This design comes from an exercise in tuning for small area, a short achievable clock period and few clock cycles per item on the open sky130 flow, not from production work.
RTL that was checked went through simulation tests only; none was proved equivalent to the original.
For runs 1, 2 and 5, only the layout was checked, not whether the RTL still works.
Power and IR drop assume default switching activity.

$ cat flow/config.mk
export PLATFORM = sky130hd
export DESIGN_NAME = pce_codec
export DESIGN_NICKNAME = pce_codec
export VERILOG_FILES = /design/flow/design.v
export SDC_FILE = /design/flow/constraint.sdc
export NUM_CORES = 4
export LEC_CHECK = 0
export ABC_AREA = 1
export CAP_MARGIN = 20
export CORE_MARGIN = 2
export CORE_UTILIZATION = 25
export PLACE_DENSITY = 0.5
export SLEW_MARGIN = 20
$ cat flow/constraint.sdc
create_clock -name core_clock -period 13.0 [get_ports {clk}]
set_input_delay 2.6000 -clock core_clock [delete_from_list [all_inputs] [get_ports {clk}]]
set_output_delay 2.6000 -clock core_clock [all_outputs]
set_load 0.01 [all_outputs]
$ cat flow/design.v
module pce_codec (
    input  wire        clk,
    input  wire        rst,         
    input  wire        start,       
    input  wire        mode,        
    input  wire [5:0]  n_in,
    input  wire [5:0]  p_in,
    input  wire [5:0]  l_in,
    input  wire [32:0] data_in,
    output wire        done,        
    output wire [2:0]  err,         
    output wire [5:0]  res,         
    output wire [32:0] data_out
);
    localparam W  = 4;              
    localparam ERR_NONE      = 3'd0;
    localparam ERR_DIVERGED  = 3'd2;
    localparam ERR_MALFORMED = 3'd3;
    localparam ERR_PRECOND   = 3'd4;
    localparam S_IDLE = 3'd0;
    localparam S_SCAN = 3'd1;       
    localparam S_MPB  = 3'd2;       
    localparam S_CORR = 3'd3;       
    localparam S_D1   = 3'd4;       
    localparam S_D2   = 3'd5;       
    localparam S_D3   = 3'd6;       
    reg [2:0]  st;
    reg [32:0] R;
    reg [5:0]  n, p, l;
    reg [2:0]  k;
    reg [5:0]  nl;                  
    reg [5:0]  nk;                  
    reg [5:0]  uamt;                
    reg [4:0]  i;                   
    reg [5:0]  rem;                 
    reg [5:0]  cnt;
    reg [3:0]  jq;                  
    reg        qsrc;                
    reg [5:0]  L;                   
    reg        q1;                  
    reg        chg;
    reg [2:0]  err_r;
    reg        done_r;
    assign data_out = R;
    assign res      = cnt;
    assign err      = err_r;
    assign done     = done_r;
    function [32:0] rot;            
        input [32:0] v;
        input [5:0]  a;
        reg   [65:0] d;
        begin
            d   = {v, v} >> a;
            rot = d[32:0];
        end
    endfunction
    function [32:0] therm;          
        input [6:0] v;
        integer b;
        begin
            for (b = 0; b < 33; b = b + 1)
                therm[b] = (b < v);
        end
    endfunction
    function [2:0] clog2n;
        input [5:0] v;
        begin
            if      (v <= 6'd1)  clog2n = 3'd0;
            else if (v <= 6'd2)  clog2n = 3'd1;
            else if (v <= 6'd4)  clog2n = 3'd2;
            else if (v <= 6'd8)  clog2n = 3'd3;
            else if (v <= 6'd16) clog2n = 3'd4;
            else if (v <= 6'd32) clog2n = 3'd5;
            else                 clog2n = 3'd6;
        end
    endfunction
    wire [2:0]  k_in     = clog2n(n_in);
    wire        valid_in = (n_in >= 6'd1) && (n_in <= 6'd32) && (p_in >= 6'd1) &&
                           (p_in <= l_in) && (l_in <= n_in) &&
                           ({1'b0, l_in} == {1'b0, p_in} + {4'b0, k_in} + 7'd1);
    wire [32:0] th_nin   = therm({1'b0, n_in});
    wire        last_in  = |(data_in & ~th_nin & {th_nin[31:0], 1'b1});
    wire [32:0] load     = (data_in & th_nin) |
                           ({33{~mode}} & ~th_nin & {th_nin[31:0], 1'b1});
    wire [32:0] U   = rot(R, uamt);              
    wire        m16 = (k >= 3'd3);
    wire        m17 = (k >= 3'd4);
    wire        m18 = (k >= 3'd5);
    reg [12:0] ok [0:W-1];
    reg [12:0] jv;
    integer o, j, y;
    always @* begin
        for (j = 0; j < 13; j = j + 1)
            jv[j] = (j + 2 <= p);
        for (o = 0; o < W; o = o + 1)
            for (j = 0; j < 13; j = j + 1) begin
                ok[o][j] = jv[j];
                for (y = 12 - j; y <= 18; y = y + 1)
                    if (R[o + y - 12 + j] != U[o + y] &&
                        (y < 16 || (y == 16 && m16) || (y == 17 && m17) || (y == 18 && m18)))
                        ok[o][j] = 1'b0;
            end
    end
    reg [W-1:0] vw;                 
    reg [W-1:0] first;              
    reg [3:0]   jsel;               
    reg         viol;
    always @* begin
        for (o = 0; o < W; o = o + 1)
            vw[o] = (|ok[o]) && !rem[5] && (o <= rem);
        viol = 1'b0;
        for (o = 0; o < W; o = o + 1) begin
            first[o] = vw[o] && !viol;
            viol     = viol | vw[o];
        end
        jsel = 4'd0;
        for (o = 0; o < W; o = o + 1)
            for (j = 0; j < 13; j = j + 1)
                if (first[o] && ok[o][j]) jsel = j;
    end
    wire pass_end = rem[5] || (rem < W);
    reg [32:0] r_adv;
    reg [4:0]  i_adv;
    reg [5:0]  rem_adv;
    always @* begin
        r_adv   = rot(R, W);
        i_adv   = i + W;
        rem_adv = rem - W;
        for (o = 0; o < W; o = o + 1)
            if (first[o]) begin
                r_adv   = rot(R, o);
                i_adv   = i + o;
                rem_adv = rem - o;
            end
    end
    reg [5:0] ga;
    always @* begin
        case (st)
            S_SCAN:  ga = 6'd33 - {1'b0, i};
            S_MPB:   ga = L;
            S_CORR:  ga = {3'b0, k} + 6'd1;
            S_D1:    ga = nk;
            S_D2:    ga = 6'd32 - {3'b0, k};
            S_D3:    ga = q1 ? {1'b0, i} : 6'd33 - L;
            default: ga = 6'd0;
        endcase
    end
    wire [32:0] G = rot(R, ga);
    wire [5:0] qc  = qsrc ? L : p - 6'd1 - {2'b0, jq};
    wire [6:0] i_l = {2'b0, i} + {1'b0, l};
    reg  [6:0] v1, v2, v3, v4;
    always @* begin
        case (st)
            S_CORR:  v1 = {1'b0, qc};
            S_D2:    v1 = {2'b0, i} + 7'd1;
            default: v1 = {2'b0, i} + {1'b0, L};
        endcase
        case (st)
            S_CORR:  v2 = {1'b0, p};
            S_D2:    v2 = {2'b0, i} + {1'b0, p};
            default: v2 = {1'b0, l} - {1'b0, L};
        endcase
        case (st)
            S_CORR:  v3 = {1'b0, nk} - {2'b0, i};
            default: v3 = i_l;
        endcase
        case (st)
            S_CORR:  v4 = {1'b0, n} - {2'b0, i};
            S_D2:    v4 = {1'b0, n} + 7'd1;
            default: v4 = {1'b0, n};
        endcase
    end
    wire [32:0] t1 = therm(v1);
    wire [32:0] t2 = therm(v2);
    wire [32:0] t3 = therm(v3);
    wire [32:0] t4 = therm(v4);
    wire [32:0] t1e = {t1[31:0], 1'b1} & ~t1;    
    wire [32:0] t4e = {t4[31:0], 1'b1} & ~t4;    
    wire perL = &((R ~^ G) | ~t2);
    wire [32:0] rec = {28'd0, i} << v3[5:0];
    reg  [32:0] corr;
    integer x;
    always @* begin
        for (x = 0; x < 33; x = x + 1) begin
            if (t1[x])       corr[x] = R[x];
            else if (t1e[x]) corr[x] = 1'b1;
            else if (t2[x])  corr[x] = 1'b0;
            else if (t3[x])  corr[x] = G[x];
            else if (t4[x])  corr[x] = rec[x];
            else if (t4e[x]) corr[x] = 1'b0;
            else             corr[x] = R[x];
        end
    end
    wire [4:0]  d_idx  = G[4:0] & ~(5'h1f << k);
    wire        d_last = G[k];
    wire [32:0] mk     = R & ~t1 & t2;           
    reg  [5:0]  jpos;
    always @* begin
        jpos = 6'd0;
        for (x = 0; x < 33; x = x + 1)
            if (mk[x]) jpos = x;
    end
    wire        found  = |mk;
    wire [5:0]  qd     = jpos - {1'b0, i};
    wire        idxbad = ({1'b0, i} > nl);
    reg [32:0] tail, rep;
    always @* begin
        for (x = 0; x < 33; x = x + 1) begin
            tail[x] = (!t3[x] && t4[x]) ? G[x] : R[x];
            rep[x]  = (!t1[x] && t3[x]) ? (q1 ? G[0] : G[x]) : R[x];
        end
    end
    always @(posedge clk) begin
        if (rst) begin
            st     <= S_IDLE;
            done_r <= 1'b0;
        end else begin
            done_r <= 1'b0;
            case (st)
                S_IDLE: begin
                    if (start) begin
                        R    <= load;
                        n    <= n_in;
                        p    <= p_in;
                        l    <= l_in;
                        k    <= k_in;
                        nl   <= n_in + 6'd1 - l_in;
                        nk   <= n_in - {3'b0, k_in};
                        uamt <= (p_in >= 6'd13) ? p_in - 6'd13 : p_in + 6'd20;
                        i    <= 5'd0;
                        rem  <= n_in + 6'd1 - l_in;
                        cnt  <= 6'd0;
                        chg  <= 1'b0;
                        if (!valid_in) begin
                            done_r <= 1'b1;
                            err_r  <= ERR_PRECOND;
                        end else if (mode && last_in) begin
                            done_r <= 1'b1;
                            err_r  <= ERR_NONE;
                        end else begin
                            st <= mode ? S_D1 : S_SCAN;
                        end
                    end
                end
                S_SCAN: begin
                    if (viol) begin
                        R    <= r_adv;
                        i    <= i_adv;
                        rem  <= rem_adv;
                        jq   <= jsel;
                        qsrc <= 1'b0;
                        L    <= 6'd1;
                        st   <= (p >= 6'd15) ? S_MPB : S_CORR;
                    end else if (pass_end) begin
                        R <= G;                     
                        if (chg) begin
                            i   <= 5'd0;
                            rem <= nl;
                            chg <= 1'b0;
                        end else begin
                            st     <= S_IDLE;
                            done_r <= 1'b1;
                            err_r  <= ERR_NONE;
                        end
                    end else begin
                        R   <= r_adv;
                        i   <= i_adv;
                        rem <= rem_adv;
                    end
                end
                S_MPB: begin
                    if (perL) begin
                        qsrc <= 1'b1;
                        st   <= S_CORR;
                    end else if (L == p - 6'd14) begin
                        st   <= S_CORR;
                    end else begin
                        L    <= L + 6'd1;
                    end
                end
                S_CORR: begin
                    if (cnt == n) begin
                        st     <= S_IDLE;
                        done_r <= 1'b1;
                        err_r  <= ERR_DIVERGED;
                    end else begin
                        R   <= {corr[0], corr[32:1]};
                        cnt <= cnt + 6'd1;
                        chg <= 1'b1;
                        i   <= i + 5'd1;
                        rem <= rem - 6'd1;
                        st  <= S_SCAN;
                    end
                end
                S_D1: begin
                    if (d_last) begin
                        R      <= R & t4;           
                        st     <= S_IDLE;
                        done_r <= 1'b1;
                        err_r  <= ERR_NONE;
                    end else if (cnt == n) begin
                        st     <= S_IDLE;
                        done_r <= 1'b1;
                        err_r  <= ERR_MALFORMED;
                    end else begin
                        i  <= d_idx;
                        st <= S_D2;
                    end
                end
                S_D2: begin
                    if (idxbad || !found) begin
                        st     <= S_IDLE;
                        done_r <= 1'b1;
                        err_r  <= ERR_MALFORMED;
                    end else begin
                        R   <= tail;
                        L   <= qd;
                        q1  <= (qd == 6'd1);
                        cnt <= cnt + 6'd1;
                        st  <= S_D3;
                    end
                end
                S_D3: begin
                    R <= rep;
                    if (q1 || ({L, 1'b0} >= {1'b0, l}))
                        st <= S_D1;
                    else
                        L <= {L[4:0], 1'b0};
                end
                default: st <= S_IDLE;
            endcase
        end
    end
endmodule
$ cat flow/run.sh
#!/bin/bash
# synth_recipe.tcl (not shown) runs the flow's synth.tcl, then flattens the netlist and writes it again
# the make line also repeats each setting of config.mk as NAME=value (left out here)
make -C /OpenROAD-flow-scripts/flow DESIGN_CONFIG=/design/flow/config.mk WORK_HOME=/design/flow/orfs CLKGATE_MAP_FILE= SYNTH_SCRIPT=/design/flow/synth_recipe.tcl finish
==> notes.md, run 1 <==
Max VDD drop - 59.2 uV
Setup Skew - 16.0 ps
# IOs - 98
Initial Utilization - 0.251
Grt total ovfl - 0
Port bufs - 97
Sequential area share after synthesis - 0.119
Synth Instances - 4825
GP Congestion - 1.05
Clk sinks - 109
CTS H-tree lvls - 3
Slew headroom - 0.215
Fillers - 12400
Critical path's slowest cell - edfxtp_1
Ratio of final minimum period to clock period - 0.612
DR WL/cell - 27.1 um
First-pass GRT wire length - 238 mm
Full die area - 0.112 mm2
CTS tree - done
Pin count of the biggest net entering global routing - 68
Leak - 13.2 nW
Crit path time final - 7960 ps
Pwr/cell area - 65.3 mW/mm2
Setup_tns - 0 ps
Layout cells sized above 1 - 0.0557
Min-delay src - nl[2]
Ys Warns - 2
Area grow syn2layout - 9.24%
Vias in the first global route - 32900
CTS Hold Bufs - 0
Async SR Flop Fraction - 0
Switching pwr - 1.08 mW
Finished Cell Area - 0.0298 mm2
Largest family of logic cells by synthesized area - simple AND/OR/NAND/NOR gates
Die Ht - 334 um
Sequential power share - 0.231
DRT Wirelength - 167 mm
Mapped Area - 0.0273 mm2
Final Max Tran Viols - 0
Worst-Margin Slew - 1150 ps
Fmax - 0.126 GHz
Worst Path Arrival - 8120 ps
EDFF count, synth - 105
Max FO, Critical Path - 16
Worst skew pair latency - 440 ps
FF+latch count, synth - 109
DR vias/cell - 5.80
Synth Area in Compound Gates - 0.266
Clock slew at reported path FFs - 100 ps
Syn avg cell area - 5.65 um2
Placed cell area - 0.0295 mm2
Drt pass-1 iters - 6
Fin nets - 4931
GRT Total Usage - 0.289
Mux cell area share after synthesis - 0.000734
Worst Setup Path Type - reg2reg
Clk buf depth - 2
Nature of the critical path endpoint - flop
Top cells by count, synth - nand2_1 (1140), inv_1 (546), nor2_1 (470), o21ai_0 (427), nand3_1 (412)
Internal power - 0.870 mW
RSZ-0062 raised after global routing - false
Post-DP HPWL - 130 mm
Synth Flop Type - edfxtp_1
Area share of the largest cell type after synthesis - 0.157
Number of distinct library cells after synthesis - 81
Worst path max stage delay - 1000 ps
DRC - 0
Final setup violation count - 0
Crit-path most repeated cell - nand2_1
PostCTS Resize Cnt - 0
Sw Share - 0.553
Antenna-violating nets left - 0
Status - finished clean
Post-synth top area cell - nand2_1
Synth area leaders - nand2_1 (16%), edfxtp_1 (12%), o21ai_0 (7.8%)
# Max-Cap Violations - 0
Starting DRT DRC Count - 5144
Antenna violations before repair - 12
Clock Power Share - 0.175
Post-synthesis simple-gate area fraction - 0.367
Core ar. - 0.109 mm2
Total number of vias - 35800
CP startpoint - i[1]
Logic pwr share - 0.594
Most common cell in the netlist - nand2_1
Post-Synth XOR/XNOR Area - 0.0589
CP Launch Type - flop
Reg2Reg Launch Point - i[1]
Area share of fa/ha/maj cells after synthesis - 0.0599
DIE WIDTH - 334 um
Min-delay worst type - reg2reg
Total CTS buffers - 9
CTS root buffer - clkbuf_16
Setup bufs post-CTS - 0
Final Hold Viols - 0
Worst EP required - 13160 ps
Cell Rows - 121
Syn nets - 5004
-- layout by cell type (no fill, tap or decap), types with 89 or more instances in the layout --
cell / netlist / layout
ha_1: 113 / 113
nor2_1: 470 / 466
nor3_1: 101 / 99
a21oi_1: 327 / 327
clkdlybuf4s50_1: 0 / 97
nand3_1: 412 / 412
buf_4: 11 / 89
xor2_1: 134 / 134
nand2_1: 1140 / 1138
o21ai_0: 427 / 425
edfxtp_1: 105 / 105
inv_1: 546 / 543
-- per-layer routing --
layer / global-route usage / wire length [um] / vias up
li1: - / - / 16200
met1: 0.396 / 70400 / 16900
met2: 0.436 / 70300 / 2292
met3: 0.0557 / 18000 / 398
met4: 0.133 / 8650 / 8
met5: 0 / 48 / -
-- cell type report --
type | instances | area (um2) | share of cell area
multi-input combinational | 3844 | 20500 | 0.690
clock inverter | 7 | 101 | 0.00340
clock buffer | 9 | 225 | 0.00756
antenna | 2 | 5.00 | 0.000168
sequential | 109 | 3230 | 0.109
timing repair buffer | 186 | 1640 | 0.0550
inverter | 602 | 2270 | 0.0761
tap | 1414 | 1770 | 0.0594
-- worst max-delay path: cells and delay by family, from the launching register on --
family          cells  cell delay (ps)
fa+ha+maj           3              760
simple gates       28             2990
compound gates     13             1960
xor+xnor            2              260
flops               1             1000
buf+inv             4              700
-- final timing paths --
path / endpoint / slack (ps) / cells past startpoint
worst min-delay path: rem[2] / 650 / 2
worst min register to register: rem[2] / 650 / 2
worst max register to register: L[4] / 5040 / 50
worst max-delay path: L[4] / 5040 / 50
-- metrics by stage --
step                      hold slack (ps)  setup slack [ps]  power [mW]  utilization  cells
final                                 654              5040        1.95        0.274   6173
after global routing                  695              4470        2.04        0.274   6171
after CTS                             658              5220        1.91        0.274   6171
after detailed placement              634              4760        1.57        0.271   6155
after global placement                632              4840        1.57        0.271   6155
after floorplan                       565              6250        1.16            -   4825
-- sequential cells by signal, indices dropped and copies added (netlist names) --
register / flops
uamt: 6
jq: 4
l: 6
R: 33
st: 3
nk: 6
nl: 6
qsrc: 1
err_r: 3
n: 6
p: 6
chg: 1
i: 5
q1: 1
rem: 6
done_r: 1
k: 3
L: 6
cnt: 6
-- kinds of logic (layout without fill, tap and decap cells) --
kind of cell | Yosys count | in the layout
other cells | 0 | 2
fa+ha+maj | 124 | 124
xor+xnor | 167 | 167
mux | 2 | 2
compound gates | 1227 | 1227
simple gates | 2324 | 2324
buf+inv | 872 | 804
flops | 109 | 109
-- power groups by stage --
| stage | logic (mW) | registers [mW] | clock network [mW] |
|---|---|---|---|
| detailed placement | 1.11 | 0.456 | 0 |
| CTS | 1.12 | 0.448 | 0.343 |
| global route | 1.24 | 0.450 | 0.350 |
| floorplan | 0.730 | 0.431 | 0 |
| global placement | 1.11 | 0.456 | 0 |
| finish | 1.16 | 0.450 | 0.340 |
==> run 2, diff against run 1 <==
--- a/flow/config.mk
+++ b/flow/config.mk
@@ -6,5 +6,6 @@
 export NUM_CORES = 4
 export LEC_CHECK = 0
-export ABC_AREA = 1
+export ABC_AREA = 0
+export ABC_CLOCK_PERIOD_IN_PS = 5000
 export CAP_MARGIN = 20
 export CORE_MARGIN = 2
==> run 2 against run 1 <==
  * Sequential power decreased by 3%
  * Sequential share of layout area fell by 1.2 points
  * Total power rose by 17%
  * Register-to-register slack got worse by 830 ps
  * Critical endpoint is now R[17]
  * Routed wire length grew 25%
  * Clock-buffer cell count increased by 1
  * Global-route usage up 3.9 points
==> notes.md, run 2 <==
Status - finished clean
GP Congestion - 1.04
Reg with most FFs - R
Layout cells sized above 1 - 0.109
First-pass GRT wire length - 287 mm
Synth area leaders - edfxtp_1 (11%), xnor2_1 (6.7%), mux2i_1 (6.0%)
Ratio of final minimum period to clock period - 0.676
Syn avg cell area - 7.27 um2
Grt total ovfl - 0
Core ar. - 0.118 mm2
Slew headroom - 0.203
DRC - 0
Number of distinct library cells after synthesis - 106
Max FO, Critical Path - 42
Commonest non-fill, non-tap cell in the layout - nand2_1
Full die area - 0.122 mm2
Total CTS buffers - 9
Nature of the critical path endpoint - flop
Post-DP HPWL - 157 mm
Sequential area share after synthesis - 0.108
Worst Setup Path Type - reg2reg
Starting DRT DRC Count - 5762
Commonest non-fill, non-tap cells in the layout - nand2_1 (318), nor2_1 (311), a21oi_1 (287)
Max VDD drop - 73.1 uV
PostCTS Resize Cnt - 0
Syn nets - 4286
Worst skew pair latency - 440 ps
Clk buf depth - 2
Final Hold Viols - 0
GRT Total Usage - 0.328
Worst-Margin Slew - 1170 ps
Worst slack at placement - 4690 ps
Pwr Total - 2.28 mW
Setup Skew - 28.9 ps
Initial Utilization - 0.253
CTS root buffer - clkbuf_16
# IOs - 98
Clk sinks - 109
CTS tree - done
Drt pass-1 iters - 7
Worst Path Arrival - 8920 ps
Final Max Tran Viols - 0
Hold_ws - 731 ps
CP Launch Type - flop
FF+latch count, synth - 109
CTS H-tree lvls - 3
Area share of the largest cell type after synthesis - 0.106
Post-synth top area cell - edfxtp_1
Die Ht - 350 um
Ys Warns - 2
Final setup violation count - 0
Cell Rows - 126
Port bufs - 97
EDFF count, synth - 105
DIE WIDTH - 350 um
Async SR Flop Fraction - 0
Setup_tns - 0 ps
Setup bufs post-CTS - 0
DRT Wirelength - 209 mm
Leak - 11.7 nW
Synth Instances - 4107
CTS Hold Bufs - 0
Fillers - 13100
Vias in the first global route - 35700
Pwr/cell area - 68.3 mW/mm2
DR vias/cell - 6.80
# Max-Cap Violations - 0
Fmax - 0.114 GHz
Top cells by count, synth - nand2_1 (319), nor2_1 (315), a21oi_1 (288), o21ai_0 (270), clkbuf_1 (265)
Mapped Area - 0.0299 mm2
Crit path time final - 8790 ps
Total number of vias - 38200
Area grow syn2layout - 11.8%
Max reg flops - 33
Most common cell in the netlist - nand2_1
RSZ-0062 raised after global routing - false
Antenna-violating nets left - 0
Antenna violations before repair - 13
Fin nets - 4242
Clock slew at reported path FFs - 120 ps
Worst EP required - 13130 ps
Min-delay worst type - reg2reg
Pin count of the biggest net entering global routing - 64
Synth Flop Type - edfxtp_1
Worst setup margin - 4210 ps
DR WL/cell - 37.2 um
==> run 2: metal layers <==
metal  global-route usage  wire length, um
met5                    0              233
met4                0.203            15400
met3               0.0967            24700
met2                0.489            87500
met1                0.415            81100
==> run 2: area by class of cell <==
type                    instances  area (um2)  area share
diodes                          9        22.5    0.000674
clock buffers                  10         229     0.00686
clock inverters                 6        66.3     0.00199
inverters                     152         571      0.0171
multi-input cells            3494       24900       0.745
flip-flops and latches        109        3240      0.0969
well taps                    1536        1920      0.0576
repair buffers                297        2470      0.0741
==> run 2: critical path: stages, from the launching register on <==
cell and delay (ps):
edfxtp_1 340, buf_4 430, clkinv_1 740, mux4_2 790
a22oi_1 360, a31oi_2 140, buf_4 220, nor2_2 620
xnor2_1 250, a211oi_1 140, a31oi_1 470, nor4b_1 640
nand4_1 760, nand2_1 700, o2111a_1 820, nor2_1 470
o211ai_1 320, o221ai_1 210
==> run 2: path summary, 6_finish.rpt <==
check           from  endpoint  slack [ps]  cells past startpoint
max          uamt[3]     R[17]        4210                     17
min            nl[3]    rem[3]         730                      2
min reg2reg    nl[3]    rem[3]         730                      2
max reg2reg  uamt[3]     R[17]        4210                     17
==> run 2: logic make-up (layout without fill, tap and decap cells) <==
kind of cell,after synthesis,in the layout,synth area share
muxes,294,294,0.123
adders and majority gates,124,124,0.0547
other,0,9,0
buffers and inverters,504,465,0.0680
AOI/OAI and AO/OA,1503,1503,0.353
DFF,109,109,0.108
and+or+nand+nor,1314,1314,0.218
xor gates and xnor gates,259,259,0.0760
==> run 2: through the flow <==
stage	cells	utilization	cell area, um2
CTS	5603	0.282	33400
global route	5607	0.282	33400
finish	5613	0.282	33400
floorplan	4107	-	29900
global placement	5585	0.279	33000
detailed placement	5587	0.280	33100
==> run 2: power by group <==
group          switching (mW)  internal, mW  total (mW)
logic                    1.04         0.479        1.51
registers              0.0275         0.408       0.436
clock network           0.192         0.137       0.330
==> run 3, diff against run 2 <==
--- a/flow/design.v
+++ b/flow/design.v
@@ -63,4 +63,21 @@
         end
     endfunction
+    function [3:0] hj;              
+        input [12:0] v;
+        reg   [15:0] a;
+        reg   [7:0]  b;
+        reg   [3:0]  c;
+        reg   [1:0]  d;
+        begin
+            a     = {3'd0, v};
+            hj[3] = a[15:8] != 8'd0;
+            b     = hj[3] ? a[15:8] : a[7:0];
+            hj[2] = b[7:4] != 4'd0;
+            c     = hj[2] ? b[7:4] : b[3:0];
+            hj[1] = c[3:2] != 2'd0;
+            d     = hj[1] ? c[3:2] : c[1:0];
+            hj[0] = d[1];
+        end
+    endfunction
     function [2:0] clog2n;
         input [5:0] v;
@@ -76,7 +93,8 @@
     endfunction
     wire [2:0]  k_in     = clog2n(n_in);
-    wire        valid_in = (n_in >= 6'd1) && (n_in <= 6'd32) && (p_in >= 6'd1) &&
-                           (p_in <= l_in) && (l_in <= n_in) &&
-                           ({1'b0, l_in} == {1'b0, p_in} + {4'b0, k_in} + 7'd1);
+    wire [6:0]  lp_in    = {1'b0, l_in} - {1'b0, p_in};
+    wire        valid_in = (n_in != 6'd0) && (!n_in[5] || n_in == 6'd32) &&
+                           (p_in != 6'd0) && (l_in <= n_in) &&
+                           (lp_in == {4'b0, k_in} + 7'd1);
     wire [32:0] th_nin   = therm({1'b0, n_in});
     wire        last_in  = |(data_in & ~th_nin & {th_nin[31:0], 1'b1});
@@ -116,6 +134,5 @@
         jsel = 4'd0;
         for (o = 0; o < W; o = o + 1)
-            for (j = 0; j < 13; j = j + 1)
-                if (first[o] && ok[o][j]) jsel = j;
+            if (first[o]) jsel = jsel | hj(ok[o]);
     end
     wire pass_end = rem[5] || (rem < W);
@@ -195,10 +212,13 @@
     wire        d_last = G[k];
     wire [32:0] mk     = R & ~t1 & t2;           
-    reg  [5:0]  jpos;
-    always @* begin
-        jpos = 6'd0;
-        for (x = 0; x < 33; x = x + 1)
-            if (mk[x]) jpos = x;
-    end
+    wire [5:0]  jpos;
+    wire [63:0] mk64 = {31'd0, mk};
+    wire [31:0] h5 = mk64[63:32] != 32'd0 ? mk64[63:32] : mk64[31:0];
+    wire [15:0] h4 = h5[31:16] != 16'd0 ? h5[31:16] : h5[15:0];
+    wire [7:0]  h3 = h4[15:8]  != 8'd0  ? h4[15:8]  : h4[7:0];
+    wire [3:0]  h2 = h3[7:4]   != 4'd0  ? h3[7:4]   : h3[3:0];
+    wire [1:0]  h1 = h2[3:2]   != 2'd0  ? h2[3:2]   : h2[1:0];
+    assign jpos = {mk64[63:32] != 32'd0, h5[31:16] != 16'd0, h4[15:8] != 8'd0,
+                   h3[7:4] != 4'd0, h2[3:2] != 2'd0, h1[1]};
     wire        found  = |mk;
     wire [5:0]  qd     = jpos - {1'b0, i};
--- a/flow/config.mk
+++ b/flow/config.mk
@@ -6,9 +6,9 @@
 export NUM_CORES = 4
 export LEC_CHECK = 0
-export ABC_AREA = 0
-export ABC_CLOCK_PERIOD_IN_PS = 5000
+export ABC_AREA = 1
 export CAP_MARGIN = 20
 export CORE_MARGIN = 2
 export CORE_UTILIZATION = 25
 export PLACE_DENSITY = 0.5
+export SETUP_SLACK_MARGIN = 5
 export SLEW_MARGIN = 20
==> run 3 against run 2 <==
  * Still clean
  * Core utilization fell by 0.88 points
  * Total power shrank 12%
  * Register-to-register slack better by 1500 ps
  * Largest cell class unchanged
  * Largest power group unchanged
==> notes.md, run 3 <==
Status - finished clean
Crit path time final - 7270 ps
Syn avg cell area - 5.45 um2
Setup_tns - 0 ps
CP Launch Type - flop
Reg2Reg Launch Point - st[0]
Final setup violation count - 0
Setup bufs post-CTS - 0
Area grow syn2layout - 8.58%
Synth area leaders - nand2_1 (22%), nand3_1 (17%), edfxtp_1 (10%)
DRT Wirelength - 200 mm
Vias in the first global route - 37000
Worst path max stage delay - 710 ps
Worst slack at placement - 6090 ps
DIE WIDTH - 351 um
Mux cell area share after synthesis - 0
Clk sinks - 109
Fillers - 13900
Number of distinct library cells after synthesis - 84
Pin count of the biggest net entering global routing - 63
Grt total ovfl - 0
Total number of vias - 40600
Post-Synth XOR/XNOR Area - 0.0301
Nature of the critical path endpoint - flop
Area share of the largest cell type after synthesis - 0.217
CTS Hold Bufs - 0
Post-synth top area cell - nand2_1
Setup Skew - 17.4 ps
Sequential area share after synthesis - 0.107
Max FO, Critical Path - 36
GP Congestion - 1.07
Top cells by count, synth - nand2_1 (1747), nand3_1 (1050), nor2_1 (429), inv_1 (418), a21oi_1 (292)
Final Max Tran Viols - 0
First-pass GRT wire length - 279 mm
Post-DP HPWL - 155 mm
CTS H-tree lvls - 3
R2R depth - 24
Clock slew at reported path FFs - 120 ps
CTS root buffer - clkbuf_16
R2R setup slack - 5730 ps
# Max-Cap Violations - 0
FF+latch count, synth - 109
CTS tree - done
Die Ht - 351 um
Layout cells sized above 1 - 0.0714
Port bufs - 97
Mapped Area - 0.0302 mm2
Min-delay src - nl[0]
PostCTS Resize Cnt - 0
Drt pass-1 iters - 8
Synth Flop Type - edfxtp_1
Cell Rows - 127
Hold_ws - 671 ps
Area share of fa/ha/maj cells after synthesis - 0.0529
Antenna violations before repair - 10
Fmax - 0.137 GHz
Async SR Flop Fraction - 0
EDFF count, synth - 105
Worst EP required - 13170 ps
Pwr Total - 2.01 mW
Commonest non-fill, non-tap cell in the layout - nand2_1
DR WL/cell - 28.3 um
Syn nets - 5716
Critical path's slowest cell - o21ai_2
Sequential cell area - 0.00323 mm2
Worst setup margin - 5730 ps
Min-delay worst type - reg2reg
Worst r2r dst - R[32]
Antenna-violating nets left - 0
# IOs - 98
Hold Path Stages - 4
DR vias/cell - 5.74
Clk buf depth - 2
Largest family of logic cells by synthesized area - simple AND/OR/NAND/NOR gates
Ys Warns - 2
Slew headroom - 0.0944
Critical path, cell by cell - nand2_2 > nor2_4 > buf_4 > nand2_1 > o21ai_1 > nor2_4 > buf_4 > nand2_2 > nand2_1 > nand2_1 > nand2_1 > nand2_1 > nand2_1 > nand3_1 > nand3_1 > nand3_1 > nand2_1 > o21ai_2 > inv_2 > nor2_4 > inv_2 > a2111oi_0 > buf_4 > nand3_1
GRT Total Usage - 0.314
Worst skew pair latency - 430 ps
Synth Instances - 5540
Buf/Inv on CP - 5
RSZ-0062 raised after global routing - false
Synth Area in Compound Gates - 0.150
Area of the multi-input gates - 0.0235 mm2
Worst Setup Path Type - reg2reg
Reg with most FFs - R
Full die area - 0.124 mm2
Top Family by Delay on Critical Path - simple AND/OR/NAND/NOR gates
Ratio of final minimum period to clock period - 0.560
Post-synthesis simple-gate area fraction - 0.544
Final Hold Viols - 0
Instance count on the critical path - 24
Total CTS buffers - 9
Leak - 15.7 nW
Worst Path Arrival - 7450 ps
Max reg flops - 33
CP startpoint - st[0]
Crit-path most repeated cell - nand2_1
Initial Utilization - 0.252
Commonest non-fill, non-tap cells in the layout - nand2_1 (1746), nand3_1 (1049), nor2_1 (427)
DRC - 0
Pwr/cell area - 61.4 mW/mm2
Max VDD drop - 67.3 uV
Worst-Margin Slew - 1340 ps
Starting DRT DRC Count - 6135
CP endpoint - R[32]
Core ar. - 0.120 mm2
Fin nets - 5631
Most common cell in the netlist - nand2_1
## run 3: power breakdown
part	internal [mW]	switching, mW	total [mW]
Clock	0.144	0.208	0.352
Combinational	0.330	0.889	1.22
Sequential	0.408	0.0337	0.441
Total	0.881	1.13	2.01
## run 3: worst reg2reg max path, stage by stage, from the launching register on
cell	delay, ps
dfxtp_1	560
nand2_2	260
nor2_4	660
buf_4	470
nand2_1	90
o21ai_1	150
nor2_4	70
buf_4	270
nand2_2	660
nand2_1	140
nand2_1	120
nand2_1	50
nand2_1	170
nand2_1	100
nand3_1	140
nand3_1	120
nand3_1	180
nand2_1	300
o21ai_2	710
inv_2	400
nor2_4	500
inv_2	200
a2111oi_0	430
buf_4	200
nand3_1	70
## run 3: stage by stage
stage | std cells | utilization | cell area [um2]
5_1_grt | 7072 | 0.274 | 32800
2_1_floorplan | 5540 | - | 30200
6_report | 7074 | 0.274 | 32800
4_1_cts | 7071 | 0.273 | 32800
3_5_place_dp | 7055 | 0.271 | 32400
3_3_place_gp | 7055 | 0.271 | 32400
## run 3: layer usage
| layer | GRT usage | vias to the layer above | part of all wire |
|---|---|---|---|
| met5 | 0 | - | 0.00013 |
| met4 | 0.167 | 4 | 0.062 |
| met3 | 0.0557 | 477 | 0.098 |
| met2 | 0.478 | 2560 | 0.43 |
| met1 | 0.420 | 19200 | 0.41 |
| li1 | - | 18400 | - |
## run 3: worst min-delay path by stage
stage	slack, ps	end
2_1_floorplan	600	done_r
3_3_place_gp	650	rem[0]
3_5_place_dp	650	rem[0]
4_1_cts	670	rem[0]
5_1_grt	710	rem[0]
6_report	670	rem[0]
## run 3: layout make-up
class | instances | area share
Antenna cell | 2 | 0.000153
Clock inverter | 7 | 0.00324
Clock buffer | 9 | 0.00687
Multi-Input combinational cell | 4639 | 0.717
Timing Repair Buffer | 211 | 0.0560
Inverter | 485 | 0.0563
Sequential cell | 109 | 0.0986
Tap cell | 1612 | 0.0615
## run 3: kinds of logic (layout without fill, tap and decap cells)
logic type / count (synthesis) / count (layout)
and+or+nand+nor: 3610 / 3610
other: 0 / 2
buffers and inverters: 792 / 712
adders and majority gates: 121 / 121
AOI/OAI and AO/OA: 805 / 805
DFF: 109 / 109
xor gates and xnor gates: 103 / 103
Testbench counts of run 3, summed over its fixed seeds: cycles 7,579, items 1,920.
==> run 4, diff against run 3 <==
--- a/flow/config.mk
+++ b/flow/config.mk
@@ -11,4 +11,3 @@
 export CORE_UTILIZATION = 25
 export PLACE_DENSITY = 0.5
-export SETUP_SLACK_MARGIN = 5
 export SLEW_MARGIN = 20
==> run 4 against run 3 <==
  * Still clean on timing, DRC and antenna
  * Sequential cell count unchanged
  * Register-to-register slack about the same
  * Maximum frequency did not move
  * Design area did not move
  * Die area stayed put
  * Largest cell class unchanged
  * Highest routed layer unchanged
==> notes.md, run 4 <==
Status - finished clean
Clk sinks - 109
Ys Warns - 2
Final Max Tran Viols - 0
Crit path time final - 7270 ps
GP Congestion - 1.07
Met1 Track Usage GR - 0.420
DRC - 0
Worst skew pair latency - 430 ps
CTS tree - done
Fmax - 0.137 GHz
Setup bufs post-CTS - 0
GRT Total Usage - 0.314
Fin util - 0.274
Reg with most FFs - R
R2R setup slack - 5730 ps
Nature of the critical path endpoint - flop
Commonest non-fill, non-tap cell in the layout - nand2_1
Synth Instances - 5540
Grt total ovfl - 0
Top cells by count, synth - nand2_1 (1747), nand3_1 (1050), nor2_1 (429), inv_1 (418), a21oi_1 (292)
Clk buf depth - 2
Mapped Area - 0.0302 mm2
Setup Skew - 17.4 ps
Final Hold Viols - 0
Max reg flops - 33
Layout cells sized above 1 - 0.0714
Total number of vias - 40600
Sequential area share after synthesis - 0.107
DRT Wirelength - 200 mm
DR WL/cell - 28.3 um
Clock slew at reported path FFs - 120 ps
DR vias/cell - 5.74
Setup_tns - 0 ps
CTS root buffer - clkbuf_16
Total CTS buffers - 9
Vias in the first global route - 37000
Fin cells - 7074
Max VDD drop - 67.3 uV
Worst Setup Path Type - reg2reg
Syn nets - 5716
FF+latch count, synth - 109
Drt pass-1 iters - 8
Min-delay worst type - reg2reg
Leak - 15.7 nW
Most common cell in the netlist - nand2_1
PostCTS Resize Cnt - 0
Synth area leaders - nand2_1 (22%), nand3_1 (17%), edfxtp_1 (10%)
RSZ-0062 raised after global routing - false
DIE WIDTH - 351 um
Commonest non-fill, non-tap cells in the layout - nand2_1 (1746), nand3_1 (1049), nor2_1 (427)
Post-synth top area cell - nand2_1
M2 GR Usage - 0.478
Core ar. - 0.120 mm2
Antenna violations before repair - 10
Die Ht - 351 um
Met3 Track Usage GR - 0.0557
Syn avg cell area - 5.45 um2
Worst EP required - 13170 ps
Slew headroom - 0.0944
Pin count of the biggest net entering global routing - 63
Async SR Flop Fraction - 0
Fin nets - 5631
CTS H-tree lvls - 3
Worst-Margin Slew - 1340 ps
Layer with the highest usage - met2
Antenna-violating nets left - 0
Worst Path Arrival - 7450 ps
Number of distinct library cells after synthesis - 84
Dpl cells - 7055
Synth Flop Type - edfxtp_1
Starting DRT DRC Count - 6135
CP Launch Type - flop
Area share of the largest cell type after synthesis - 0.217
Area grow syn2layout - 8.58%
EDFF count, synth - 105
CTS Hold Bufs - 0
Ratio of final minimum period to clock period - 0.560
Max FO, Critical Path - 36
Port bufs - 97
# Max-Cap Violations - 0
First-pass GRT wire length - 279 mm
Final setup violation count - 0
Pwr/cell area - 61.4 mW/mm2
Full die area - 0.124 mm2
Post-DP HPWL - 155 mm
Cell Rows - 127
Initial Utilization - 0.252
# IOs - 98
-- run 4: path summary, 6_finish.rpt --
path         startpoint  depth (start not counted)     end
max               st[0]                         24   R[32]
min               nl[0]                          4  rem[0]
max reg2reg       st[0]                         24   R[32]
min reg2reg       nl[0]                          4  rem[0]
-- run 4: kinds of logic after synthesis --
| group | share of synthesized area |
|---|---|
| simple gates | 0.544 |
| compound gates | 0.150 |
| flops | 0.107 |
| fa+ha+maj | 0.0529 |
| xor+xnor | 0.0301 |
| buf+inv | 0.115 |
-- run 4: through the flow --
| step | setup WS (ps) | power [mW] | hold slack, ps | area, um2 |
|---|---|---|---|---|
| 3_3_place_gp | 6060 | 1.63 | 650 | 32400 |
| 2_1_floorplan | 7140 | 1.18 | 605 | 30200 |
| 5_1_grt | 5500 | 2.11 | 712 | 32800 |
| 4_1_cts | 6040 | 1.97 | 673 | 32800 |
| 3_5_place_dp | 6090 | 1.62 | 647 | 32400 |
| 6_report | 5730 | 2.01 | 671 | 32800 |
-- run 4: final cells by class --
cell class | instances | area, um2
Clock buffer | 9 | 225
Fill cell | 13900 | 87000
Clock inverter | 7 | 106
Antenna cell | 2 | 5.00
Tap cell | 1612 | 2020
Multi-Input combinational cell | 4639 | 23500
Sequential cell | 109 | 3230
Inverter | 485 | 1850
Timing Repair Buffer | 211 | 1830
-- run 4: where the power goes --
| group | leakage (nW) | total (mW) | internal (mW) | switching (mW) |
|---|---|---|---|---|
| registers | 1.02 | 0.441 | 0.408 | 0.0337 |
| clock network | 0.158 | 0.352 | 0.144 | 0.208 |
| logic | 14.6 | 1.22 | 0.330 | 0.889 |
-- run 4: per-layer routing --
layer | wire (um) | up-vias
met3 | 19700 | 477
met1 | 82900 | 19200
met4 | 12300 | 4
li1 | - | 18400
met5 | 27 | -
met2 | 85100 | 2560
-- run 4: critical path: stages, from the launching register on --
cell and delay, ps:
dfxtp_1 560, nand2_2 260, nor2_4 660, buf_4 460, nand2_1 80, o21ai_1 150
nor2_4 70, buf_4 270, nand2_2 600, nand2_1 140, nand2_1 120, nand2_1 50
nand2_1 170, nand2_1 100, nand3_1 140, nand3_1 120, nand3_1 180, nand2_1 300
o21ai_2 710, inv_2 400, nor2_4 490, inv_2 200, a2111oi_0 430, buf_4 200
nand3_1 70
==> run 5, diff against run 4 <==
--- a/flow/design.v
+++ b/flow/design.v
@@ -14,16 +14,17 @@
 );
     localparam W  = 4;              
+    localparam WV = W + 18;         
     localparam ERR_NONE      = 3'd0;
     localparam ERR_DIVERGED  = 3'd2;
     localparam ERR_MALFORMED = 3'd3;
     localparam ERR_PRECOND   = 3'd4;
-    localparam S_IDLE = 3'd0;
-    localparam S_SCAN = 3'd1;       
-    localparam S_MPB  = 3'd2;       
-    localparam S_CORR = 3'd3;       
-    localparam S_D1   = 3'd4;       
-    localparam S_D2   = 3'd5;       
-    localparam S_D3   = 3'd6;       
-    reg [2:0]  st;
+    localparam S_IDLE = 0;
+    localparam S_SCAN = 1;          
+    localparam S_MPB  = 2;          
+    localparam S_CORR = 3;          
+    localparam S_D1   = 4;          
+    localparam S_D2   = 5;          
+    localparam S_D3   = 6;          
+    reg [6:0]  st;
     reg [32:0] R;
     reg [5:0]  n, p, l;
@@ -31,5 +32,4 @@
     reg [5:0]  nl;                  
     reg [5:0]  nk;                  
-    reg [5:0]  uamt;                
     reg [4:0]  i;                   
     reg [5:0]  rem;                 
@@ -101,5 +101,6 @@
     wire [32:0] load     = (data_in & th_nin) |
                            ({33{~mode}} & ~th_nin & {th_nin[31:0], 1'b1});
-    wire [32:0] U   = rot(R, uamt);              
+    wire [45:0] ux  = {R, 13'd0} >> p[4:0];          
+    wire [WV-1:0] U = ux[WV-1:0];
     wire        m16 = (k >= 3'd3);
     wire        m17 = (k >= 3'd4);
@@ -151,41 +152,20 @@
             end
     end
-    reg [5:0] ga;
-    always @* begin
-        case (st)
-            S_SCAN:  ga = 6'd33 - {1'b0, i};
-            S_MPB:   ga = L;
-            S_CORR:  ga = {3'b0, k} + 6'd1;
-            S_D1:    ga = nk;
-            S_D2:    ga = 6'd32 - {3'b0, k};
-            S_D3:    ga = q1 ? {1'b0, i} : 6'd33 - L;
-            default: ga = 6'd0;
-        endcase
-    end
+    wire [5:0] ga = ({6{st[S_SCAN]}} & (6'd33 - {1'b0, i})) |
+                    ({6{st[S_MPB]}}  & L) |
+                    ({6{st[S_CORR]}} & ({3'b0, k} + 6'd1)) |
+                    ({6{st[S_D1]}}   & nk) |
+                    ({6{st[S_D2]}}   & (6'd32 - {3'b0, k})) |
+                    ({6{st[S_D3]}}   & (q1 ? {1'b0, i} : 6'd33 - L));
     wire [32:0] G = rot(R, ga);
     wire [5:0] qc  = qsrc ? L : p - 6'd1 - {2'b0, jq};
     wire [6:0] i_l = {2'b0, i} + {1'b0, l};
-    reg  [6:0] v1, v2, v3, v4;
-    always @* begin
-        case (st)
-            S_CORR:  v1 = {1'b0, qc};
-            S_D2:    v1 = {2'b0, i} + 7'd1;
-            default: v1 = {2'b0, i} + {1'b0, L};
-        endcase
-        case (st)
-            S_CORR:  v2 = {1'b0, p};
-            S_D2:    v2 = {2'b0, i} + {1'b0, p};
-            default: v2 = {1'b0, l} - {1'b0, L};
-        endcase
-        case (st)
-            S_CORR:  v3 = {1'b0, nk} - {2'b0, i};
-            default: v3 = i_l;
-        endcase
-        case (st)
-            S_CORR:  v4 = {1'b0, n} - {2'b0, i};
-            S_D2:    v4 = {1'b0, n} + 7'd1;
-            default: v4 = {1'b0, n};
-        endcase
-    end
+    wire [6:0] v1 = st[S_CORR] ? {1'b0, qc} :
+                    st[S_D2]   ? {2'b0, i} + 7'd1 : {2'b0, i} + {1'b0, L};
+    wire [6:0] v2 = st[S_CORR] ? {1'b0, p} :
+                    st[S_D2]   ? {2'b0, i} + {1'b0, p} : {1'b0, l} - {1'b0, L};
+    wire [6:0] v3 = st[S_CORR] ? {1'b0, nk} - {2'b0, i} : i_l;
+    wire [6:0] v4 = st[S_CORR] ? {1'b0, n} - {2'b0, i} :
+                    st[S_D2]   ? {1'b0, n} + 7'd1 : {1'b0, n};
     wire [32:0] t1 = therm(v1);
     wire [32:0] t2 = therm(v2);
@@ -223,4 +203,5 @@
     wire        found  = |mk;
     wire [5:0]  qd     = jpos - {1'b0, i};
+    wire        qd1    = (jpos == v1[5:0]);      
     wire        idxbad = ({1'b0, i} > nl);
     reg [32:0] tail, rep;
@@ -233,10 +214,10 @@
     always @(posedge clk) begin
         if (rst) begin
-            st     <= S_IDLE;
+            st     <= 7'd1 << S_IDLE;
             done_r <= 1'b0;
         end else begin
             done_r <= 1'b0;
-            case (st)
-                S_IDLE: begin
+            case (1'b1)
+                st[S_IDLE]: begin
                     if (start) begin
                         R    <= load;
@@ -247,5 +228,4 @@
                         nl   <= n_in + 6'd1 - l_in;
                         nk   <= n_in - {3'b0, k_in};
-                        uamt <= (p_in >= 6'd13) ? p_in - 6'd13 : p_in + 6'd20;
                         i    <= 5'd0;
                         rem  <= n_in + 6'd1 - l_in;
@@ -259,9 +239,9 @@
                             err_r  <= ERR_NONE;
                         end else begin
-                            st <= mode ? S_D1 : S_SCAN;
+                            st <= mode ? 7'd1 << S_D1 : 7'd1 << S_SCAN;
                         end
                     end
                 end
-                S_SCAN: begin
+                st[S_SCAN]: begin
                     if (viol) begin
                         R    <= r_adv;
@@ -271,5 +251,5 @@
                         qsrc <= 1'b0;
                         L    <= 6'd1;
-                        st   <= (p >= 6'd15) ? S_MPB : S_CORR;
+                        st   <= (p >= 6'd15) ? 7'd1 << S_MPB : 7'd1 << S_CORR;
                     end else if (pass_end) begin
                         R <= G;                     
@@ -279,5 +259,5 @@
                             chg <= 1'b0;
                         end else begin
-                            st     <= S_IDLE;
+                            st     <= 7'd1 << S_IDLE;
                             done_r <= 1'b1;
                             err_r  <= ERR_NONE;
@@ -289,17 +269,17 @@
                     end
                 end
-                S_MPB: begin
+                st[S_MPB]: begin
                     if (perL) begin
                         qsrc <= 1'b1;
-                        st   <= S_CORR;
+                        st   <= 7'd1 << S_CORR;
                     end else if (L == p - 6'd14) begin
-                        st   <= S_CORR;
+                        st   <= 7'd1 << S_CORR;
                     end else begin
                         L    <= L + 6'd1;
                     end
                 end
-                S_CORR: begin
+                st[S_CORR]: begin
                     if (cnt == n) begin
-                        st     <= S_IDLE;
+                        st     <= 7'd1 << S_IDLE;
                         done_r <= 1'b1;
                         err_r  <= ERR_DIVERGED;
@@ -310,25 +290,25 @@
                         i   <= i + 5'd1;
                         rem <= rem - 6'd1;
-                        st  <= S_SCAN;
+                        st  <= 7'd1 << S_SCAN;
                     end
                 end
-                S_D1: begin
+                st[S_D1]: begin
                     if (d_last) begin
                         R      <= R & t4;           
-                        st     <= S_IDLE;
+                        st     <= 7'd1 << S_IDLE;
                         done_r <= 1'b1;
                         err_r  <= ERR_NONE;
                     end else if (cnt == n) begin
-                        st     <= S_IDLE;
+                        st     <= 7'd1 << S_IDLE;
                         done_r <= 1'b1;
                         err_r  <= ERR_MALFORMED;
                     end else begin
                         i  <= d_idx;
-                        st <= S_D2;
+                        st <= 7'd1 << S_D2;
                     end
                 end
-                S_D2: begin
+                st[S_D2]: begin
                     if (idxbad || !found) begin
-                        st     <= S_IDLE;
+                        st     <= 7'd1 << S_IDLE;
                         done_r <= 1'b1;
                         err_r  <= ERR_MALFORMED;
@@ -336,17 +316,17 @@
                         R   <= tail;
                         L   <= qd;
-                        q1  <= (qd == 6'd1);
+                        q1  <= qd1;
                         cnt <= cnt + 6'd1;
-                        st  <= S_D3;
+                        st  <= 7'd1 << S_D3;
                     end
                 end
-                S_D3: begin
+                st[S_D3]: begin
                     R <= rep;
                     if (q1 || ({L, 1'b0} >= {1'b0, l}))
-                        st <= S_D1;
+                        st <= 7'd1 << S_D1;
                     else
                         L <= {L[4:0], 1'b0};
                 end
-                default: st <= S_IDLE;
+                default: st <= 7'd1 << S_IDLE;
             endcase
         end
==> run 5 against run 4 <==
  * Synthesized cell count down 5.1%
  * Non-clock buffer count up 2
  * Setup slack worse by 270 ps
  * Combinational power decreased by 11%
  * Critical path depth stayed put
  * Sequential power is 5.9% lower
  * Hold slack worse by 98 ps
  * Design area shrank 5.5%
  * Routed wire length fell by 3.8%
  * Largest cell class unchanged
  * Largest power group unchanged
  * Clock-buffer cell count did not move
  * Maximum frequency decreased by 3.5%
==> notes.md, run 5 <==
Min-delay worst type - reg2reg
First-pass GRT wire length - 268 mm
Nature of the critical path endpoint - flop
Area share of the largest cell type after synthesis - 0.225
Pwr/cell area - 60.1 mW/mm2
Dpl cells - 6669
Syn nets - 5429
Leak - 14.4 nW
Final Hold Viols - 0
Status - finished clean
Largest regs - R: 33 flops, st: 7 flops
Slew headroom - 0.111
Commonest non-fill, non-tap cells in the layout - nand2_1 (1699), nand3_1 (638), inv_1 (465)
Top cells by count, synth - nand2_1 (1699), nand3_1 (639), inv_1 (465), nor2_1 (465), o21ai_0 (445)
Reg with most FFs - R
Internal power - 0.845 mW
Commonest non-fill, non-tap cell in the layout - nand2_1
Antenna-violating nets left - 0
Sw Share - 0.546
DR WL/cell - 28.8 um
Cell Rows - 123
Async SR Flop Fraction - 0
Post-synth top area cell - nand2_1
Worst-Margin Slew - 1320 ps
CP Launch Type - input pin
Clk sinks - 107
Worst EP required - 13270 ps
Clk buf depth - 2
DRT Wirelength - 192 mm
Core ar. - 0.112 mm2
Layout cells sized above 1 - 0.0538
Placed cell area - 0.0306 mm2
Crit path time final - 7540 ps
Syn avg cell area - 5.38 um2
Synth area leaders - nand2_1 (23%), nand3_1 (11%), edfxtp_1 (11%)
PostCTS Resize Cnt - 0
Switching pwr - 1.02 mW
DR vias/cell - 5.84
Clock Power Share - 0.193
CTS H-tree lvls - 3
Ys Warns - 2
Max reg flops - 33
Total number of vias - 39100
Final setup violation count - 0
CTS Hold Bufs - 0
Area grow syn2layout - 9.49%
Antenna violations before repair - 10
Sequential power share - 0.223
EDFF count, synth - 99
RSZ-0062 raised after global routing - false
Port bufs - 97
Logic pwr share - 0.585
Initial Utilization - 0.252
Vias in the first global route - 35400
Synth Flop Type - edfxtp_1
Synth Instances - 5258
Setup bufs post-CTS - 0
Total CTS buffers - 9
CTS tree - done
Sequential area share after synthesis - 0.111
Finished Cell Area - 0.0310 mm2
Worst Path Arrival - 7820 ps
Worst Setup Path Type - in2reg
Die Ht - 340 um
Grt total ovfl - 0
Most common cell in the netlist - nand2_1
# Max-Cap Violations - 0
Pin count of the biggest net entering global routing - 83
Setup Skew - 24.2 ps
Post-DP HPWL - 145 mm
Starting DRT DRC Count - 5293
GP Congestion - 1.09
Ratio of final minimum period to clock period - 0.580
CTS root buffer - clkbuf_16
Fin nets - 5352
Full die area - 0.116 mm2
Setup_tns - 0 ps
DIE WIDTH - 340 um
Fmax - 0.133 GHz
Final Max Tran Viols - 0
Clock slew at reported path FFs - 90 ps
Hold_ws - 573 ps
# IOs - 98
FF+latch count, synth - 107
Max FO, Critical Path - 12
Max VDD drop - 77.4 uV
Mapped Area - 0.0283 mm2
DRC - 0
Worst skew pair latency - 430 ps
Fin cells - 6692
Drt pass-1 iters - 7
GRT Total Usage - 0.319
Number of distinct library cells after synthesis - 78
-- run 5: changes by cell type after synthesis, sizes merged, moves of 11 or more --
cell	change
a21oi	-33
a31oi	-20
buf	-25
clkbuf	+19
clkinv	-11
inv	+30
mux2i	+15
nand2	-87
nand3	-438
nor3	-28
nor4	-19
o211ai	+61
o21ai	+212
-- run 5: metal layers --
metal | routed length, um | global-route usage | part of all wire
met1 | 77200 | 0.414 | 0.40
met2 | 77500 | 0.459 | 0.40
met3 | 22600 | 0.0844 | 0.12
met4 | 15200 | 0.218 | 0.079
met5 | 36 | 0 | 0.00019
-- run 5: final cells by class --
class / instances / area (um2)
fill: 13100 / 81400
multi-input combinational: 4346 / 21800
sequential: 107 / 3130
inverter: 504 / 1900
tap: 1500 / 1880
timing repair buffer: 213 / 1860
clock buffer: 9 / 225
clock inverter: 7 / 115
antenna: 6 / 15.0
-- run 5: cells by family (layout without fill, tap and decap cells) --
family,count (synthesis),after routing,synth area share
flip-flops,107,107,0.111
AO/OA/AOI/OAI,1053,1053,0.215
multiplexers,15,15,0.00575
buffers and inverters,805,733,0.120
other,0,6,0
XOR/XNOR,110,110,0.0341
AND/OR/NAND/NOR,3052,3052,0.460
adder cells (fa/ha/maj),116,116,0.0542
-- run 5: worst max-delay path: stages --
cell             delay [ps]
clkdlybuf4s50_1         770
nor2_1                  410
inv_1                   240
nor2_1                  330
nand2_1                 220
nand2_1                 130
inv_1                    70
o21ai_0                 160
nand3_1                  90
a21oi_1                 340
ha_1                    310
xor2_1                  150
a311oi_1                280
nand3_1                 120
nor2_1                  100
nand4_1                  90
nor4_1                  640
nand2_1                 170
nand2_1                 100
inv_1                    60
nor2_1                  110
nand3_1                 150
nand2_1                 100
a21oi_1                  80
-- run 5: path summary, 6_finish.rpt --
path,cells past startpoint,to,slack (ps),startpoint
min,2,st[6],570,st[6]
max reg2reg,36,L[4],5480,p[0]
min reg2reg,2,st[6],570,st[6]
max,24,st[4],5460,n_in[0]
-- run 5: power by group through the flow --
stage	combinational, mW	clock (mW)	sequential (mW)
after floorplan	0.644	0	0.418
after global placement	1.04	0	0.423
after detailed placement	1.04	0	0.422
after CTS	1.04	0.357	0.415
after global routing	1.16	0.365	0.416
final	1.09	0.358	0.415
-- run 5: through the flow --
step	worst slack, ps	util	total power [mW]
2_1_floorplan	7040	-	1.06
3_3_place_gp	5200	0.272	1.46
3_5_place_dp	5180	0.272	1.46
4_1_cts	5590	0.275	1.81
5_1_grt	4900	0.276	1.94
6_report	5460	0.276	1.86
==> run 6, diff against run 5 <==
--- a/flow/design.v
+++ b/flow/design.v
@@ -94,7 +94,11 @@
     wire [2:0]  k_in     = clog2n(n_in);
     wire [6:0]  lp_in    = {1'b0, l_in} - {1'b0, p_in};
-    wire        valid_in = (n_in != 6'd0) && (!n_in[5] || n_in == 6'd32) &&
-                           (p_in != 6'd0) && (l_in <= n_in) &&
-                           (lp_in == {4'b0, k_in} + 7'd1);
+    wire        valid_in = (p_in != 6'd0) && (l_in <= n_in) &&
+                           (((n_in == 6'd1)                    && (lp_in == 7'd1)) ||
+                            ((n_in == 6'd2)                    && (lp_in == 7'd2)) ||
+                            ((n_in >= 6'd3)  && (n_in <= 6'd4))  && (lp_in == 7'd3) ||
+                            ((n_in >= 6'd5)  && (n_in <= 6'd8))  && (lp_in == 7'd4) ||
+                            ((n_in >= 6'd9)  && (n_in <= 6'd16)) && (lp_in == 7'd5) ||
+                            ((n_in >= 6'd17) && (n_in <= 6'd32)) && (lp_in == 7'd6));
     wire [32:0] th_nin   = therm({1'b0, n_in});
     wire        last_in  = |(data_in & ~th_nin & {th_nin[31:0], 1'b1});
@@ -156,13 +160,11 @@
                     ({6{st[S_CORR]}} & ({3'b0, k} + 6'd1)) |
                     ({6{st[S_D1]}}   & nk) |
-                    ({6{st[S_D2]}}   & (6'd32 - {3'b0, k})) |
+                    ({6{st[S_D2]}}   & {1'b0, i}) |
                     ({6{st[S_D3]}}   & (q1 ? {1'b0, i} : 6'd33 - L));
     wire [32:0] G = rot(R, ga);
     wire [5:0] qc  = qsrc ? L : p - 6'd1 - {2'b0, jq};
     wire [6:0] i_l = {2'b0, i} + {1'b0, l};
-    wire [6:0] v1 = st[S_CORR] ? {1'b0, qc} :
-                    st[S_D2]   ? {2'b0, i} + 7'd1 : {2'b0, i} + {1'b0, L};
-    wire [6:0] v2 = st[S_CORR] ? {1'b0, p} :
-                    st[S_D2]   ? {2'b0, i} + {1'b0, p} : {1'b0, l} - {1'b0, L};
+    wire [6:0] v1 = st[S_CORR] ? {1'b0, qc} : {2'b0, i} + {1'b0, L};
+    wire [6:0] v2 = (st[S_CORR] | st[S_D2]) ? {1'b0, p} : {1'b0, l} - {1'b0, L};
     wire [6:0] v3 = st[S_CORR] ? {1'b0, nk} - {2'b0, i} : i_l;
     wire [6:0] v4 = st[S_CORR] ? {1'b0, n} - {2'b0, i} :
@@ -191,22 +193,27 @@
     wire [4:0]  d_idx  = G[4:0] & ~(5'h1f << k);
     wire        d_last = G[k];
-    wire [32:0] mk     = R & ~t1 & t2;           
-    wire [5:0]  jpos;
-    wire [63:0] mk64 = {31'd0, mk};
-    wire [31:0] h5 = mk64[63:32] != 32'd0 ? mk64[63:32] : mk64[31:0];
-    wire [15:0] h4 = h5[31:16] != 16'd0 ? h5[31:16] : h5[15:0];
+    wire [31:0] mk     = G[31:0] & t2[31:0] & 32'hffff_fffe;
+    wire [15:0] h4 = mk[31:16] != 16'd0 ? mk[31:16] : mk[15:0];
     wire [7:0]  h3 = h4[15:8]  != 8'd0  ? h4[15:8]  : h4[7:0];
     wire [3:0]  h2 = h3[7:4]   != 4'd0  ? h3[7:4]   : h3[3:0];
     wire [1:0]  h1 = h2[3:2]   != 2'd0  ? h2[3:2]   : h2[1:0];
-    assign jpos = {mk64[63:32] != 32'd0, h5[31:16] != 16'd0, h4[15:8] != 8'd0,
-                   h3[7:4] != 4'd0, h2[3:2] != 2'd0, h1[1]};
+    wire [5:0]  qd = {1'b0, mk[31:16] != 16'd0, h4[15:8] != 8'd0,
+                      h3[7:4] != 4'd0, h2[3:2] != 2'd0, h1[1]};
     wire        found  = |mk;
-    wire [5:0]  qd     = jpos - {1'b0, i};
-    wire        qd1    = (jpos == v1[5:0]);      
+    wire        qd1    = (qd == 6'd1);
+    reg  [32:0] up;
+    always @* begin
+        case (k)
+            3'd2:    up = {R[29:0], 3'b0};
+            3'd3:    up = {R[28:0], 4'b0};
+            3'd4:    up = {R[27:0], 5'b0};
+            default: up = {R[26:0], 6'b0};
+        endcase
+    end
     wire        idxbad = ({1'b0, i} > nl);
     reg [32:0] tail, rep;
     always @* begin
         for (x = 0; x < 33; x = x + 1) begin
-            tail[x] = (!t3[x] && t4[x]) ? G[x] : R[x];
+            tail[x] = (!t3[x] && t4[x]) ? up[x] : R[x];
             rep[x]  = (!t1[x] && t3[x]) ? (q1 ? G[0] : G[x]) : R[x];
         end
==> run 6 against run 5 <==
  * Die area down 1.0%
  * Critical path depth shrank 1
  * Combinational power hardly changed
  * Critical endpoint is now R[13]
  * Largest power group unchanged
==> notes.md, run 6 <==
Status - finished clean
Fin util - 0.274
GP Congestion - 1.07
Pwr/cell area - 60.0 mW/mm2
Final Max Tran Viols - 0
R2R depth - 23
Synth Flop Type - edfxtp_1
Leak - 14.0 nW
Worst Setup Path Type - reg2reg
DR vias/cell - 5.81
Post-synth top area cell - nand2_1
Most common cell in the netlist - nand2_1
Area share of the largest cell type after synthesis - 0.195
RSZ-0062 raised after global routing - false
Total CTS buffers - 9
Full die area - 0.115 mm2
Max reg flops - 33
CP Launch Type - flop
# IOs - 98
Drt pass-1 iters - 7
Antenna violations before repair - 5
Syn avg cell area - 5.49 um2
First-pass GRT wire length - 253 mm
Final Hold Viols - 0
Synth Instances - 5101
Min-delay worst type - reg2reg
Pwr Total - 1.82 mW
Ratio of final minimum period to clock period - 0.567
Ys Warns - 2
DRC - 0
Total number of vias - 37700
Final setup violation count - 0
Fmax - 0.136 GHz
Reg with most FFs - R
Fin nets - 5157
Placed cell area - 0.0301 mm2
DRT Wirelength - 180 mm
Max FO, Critical Path - 34
Reg2Reg Launch Point - i[0]
Worst Path Arrival - 7420 ps
Critical path's slowest cell - edfxtp_1
Max VDD drop - 71.0 uV
Commonest non-fill, non-tap cell in the layout - nand2_1
Sequential area share after synthesis - 0.112
Die Ht - 339 um
Layout cells sized above 1 - 0.0605
Worst-Margin Slew - 1230 ps
WHS Endpoint - st[3]
Buf/Inv on CP - 2
Setup bufs post-CTS - 0
Clk buf depth - 2
Clock slew at reported path FFs - 100 ps
Worst r2r dst - R[13]
Nature of the critical path endpoint - flop
DR WL/cell - 27.7 um
CTS tree - done
Min-delay src - st[3]
Setup Skew - 28.2 ps
Slew headroom - 0.172
DIE WIDTH - 339 um
CTS H-tree lvls - 3
Pin count of the biggest net entering global routing - 74
Critical path, cell by cell - inv_2 > nand2_1 > nand2_2 > nor2_8 > nand3_4 > nand2_1 > nand2_1 > nand2_1 > nand3_1 > nand3_1 > nand2_1 > nand2_1 > nand3_1 > nand2_1 > inv_1 > nor2_1 > nor4_1 > nor3b_1 > nand4_1 > nand2_1 > nand2_1 > nand2_2 > nor4_1
Async SR Flop Fraction - 0
Initial Utilization - 0.253
# Max-Cap Violations - 0
Worst path max stage delay - 870 ps
Antenna-violating nets left - 0
Syn nets - 5257
Mapped Area - 0.0280 mm2
Commonest non-fill, non-tap cells in the layout - nand2_1 (1453), nor2_1 (516), nand3_1 (515)
Synth area leaders - nand2_1 (19%), edfxtp_1 (11%), nand3_1 (9.2%)
R2R setup slack - 5620 ps
Number of distinct library cells after synthesis - 74
Core ar. - 0.111 mm2
Grt total ovfl - 0
Crit path time final - 7380 ps
FF+latch count, synth - 107
Area grow syn2layout - 8.54%
GRT Total Usage - 0.298
Crit-path most repeated cell - nand2_1
Setup_tns - 0 ps
Port bufs - 97
Vias in the first global route - 34600
Post-DP HPWL - 136 mm
Largest regs - R: 33 flops, st: 7 flops
Worst EP required - 13040 ps
PostCTS Resize Cnt - 0
Top cells by count, synth - nand2_1 (1453), nor2_1 (524), nand3_1 (515), inv_1 (502), o21ai_0 (306)
CTS root buffer - clkbuf_16
Top Family by Delay on Critical Path - simple AND/OR/NAND/NOR gates
Starting DRT DRC Count - 5505
Worst skew pair latency - 430 ps
CTS Hold Bufs - 0
Cell Rows - 122
Finished Cell Area - 0.0304 mm2
Clk sinks - 107
Hold Path Stages - 2
Fillers - 13000
EDFF count, synth - 99
[run 6: report_power, final]
part	internal, mW	switching [mW]	total [mW]
clock	0.140	0.191	0.331
combinational	0.288	0.787	1.07
sequential	0.396	0.0224	0.419
total	0.824	1.00	1.82
[run 6: worst max path at each step]
stage | startpoint | end | slack (ps) | depth (start not counted)
2_1_floorplan | n_in[4] | st[3] | 7870 | 17
3_3_place_gp | n_in[5] | st[5] | 5530 | 19
3_5_place_dp | n_in[5] | st[3] | 5610 | 19
4_1_cts | n_in[5] | st[3] | 6040 | 19
5_1_grt | i[0] | R[13] | 5690 | 23
6_report | i[0] | R[13] | 5620 | 23
[run 6: layout make-up]
cell class / count / area, um2 / area share
diodes: 3 / 7.51 / 0.000247
clock buffers: 9 / 225 / 0.00741
clock inverters: 7 / 91.3 / 0.00301
inverters: 565 / 2120 / 0.0699
multi-input cells: 4117 / 21200 / 0.697
flip-flops and latches: 107 / 3130 / 0.103
well taps: 1488 / 1860 / 0.0613
repair buffers: 201 / 1750 / 0.0576
[run 6: through the flow]
step	setup WS, ps	hold WS [ps]	std cells
after global routing	5690	660	6494
after CTS	6040	635	6494
after detailed placement	5610	622	6478
after global placement	5530	616	6478
final	5620	636	6497
after floorplan	7870	547	5101
[run 6: cell families (layout without fill, tap and decap cells)]
| group | count (synthesis) | in the layout | share of synthesized area |
|---|---|---|---|
| compound gates | 1051 | 1051 | 0.223 |
| xor+xnor | 152 | 152 | 0.0492 |
| fa+ha+maj | 101 | 101 | 0.0475 |
| buf+inv | 877 | 782 | 0.133 |
| flops | 107 | 107 | 0.112 |
| mux | 14 | 14 | 0.00500 |
| other cells | 0 | 3 | 0 |
| simple gates | 2799 | 2799 | 0.431 |
[run 6: layer usage]
| layer | global-route usage | wire [um] |
|---|---|---|
| met3 | 0.0769 | 22000 |
| met5 | 0 | 9 |
| met4 | 0.184 | 13200 |
| met2 | 0.436 | 73100 |
| met1 | 0.390 | 71400 |
[run 6: tightest hold or removal path, cell delays in order (launching register included)]
cell and delay (ps):
dfxtp_2 440, nand2_1 110, a21oi_1 60
Testbench counts of run 6, summed over its fixed seeds: cycles 7,579, items 1,920.

## what the ideal ports hide
The flow's constraints put no driver on any port. The routed layouts listed below were extracted and timed again, unchanged, in two steps.
Step 1, drivers: a clkbuf_16 drives clk and a buf_2 each remaining input, both assumed.
Step 2 adds t to the input delays and takes it off the output delays; t is the mean of the earliest and latest rising clock arrival at the registers after step 1. Input paths then give back, and output paths get back, about the clock's delay inside the block.
Slacks: ideal ports / drivers / drivers and shift; pairs: ideal ports / drivers.
| run | t (ns) | setup slack, ns | worst setup path after step 2 | clock arrival spread, ns | worst register clock-pin slew, ns |
|---|---|---|---|---|---|
| run 1 | 0.491 | 5.039 / 5.039 / 4.673 | input to register | 0.016 / 0.016 | 0.11 / 0.11 |
| run 2 | 0.483 | 4.209 / 4.209 / 4.209 | register to register | 0.029 / 0.029 | 0.12 / 0.12 |
| run 3 | 0.488 | 5.726 / 5.726 / 5.726 | register to register | 0.018 / 0.018 | 0.12 / 0.12 |
| run 4 | 0.488 | 5.726 / 5.726 / 5.726 | register to register | 0.018 / 0.018 | 0.12 / 0.12 |
| run 5 | 0.484 | 5.458 / 5.481 / 5.014 | input to register | 0.024 / 0.024 | 0.12 / 0.12 |
| run 6 | 0.474 | 5.624 / 5.624 / 5.600 | input to register | 0.029 / 0.028 | 0.11 / 0.11 |
After both steps every run listed still meets setup and hold. For run 5, which loses most, drivers alone change the setup slack by +0.023 ns; drivers and shift together by -0.444 ns.
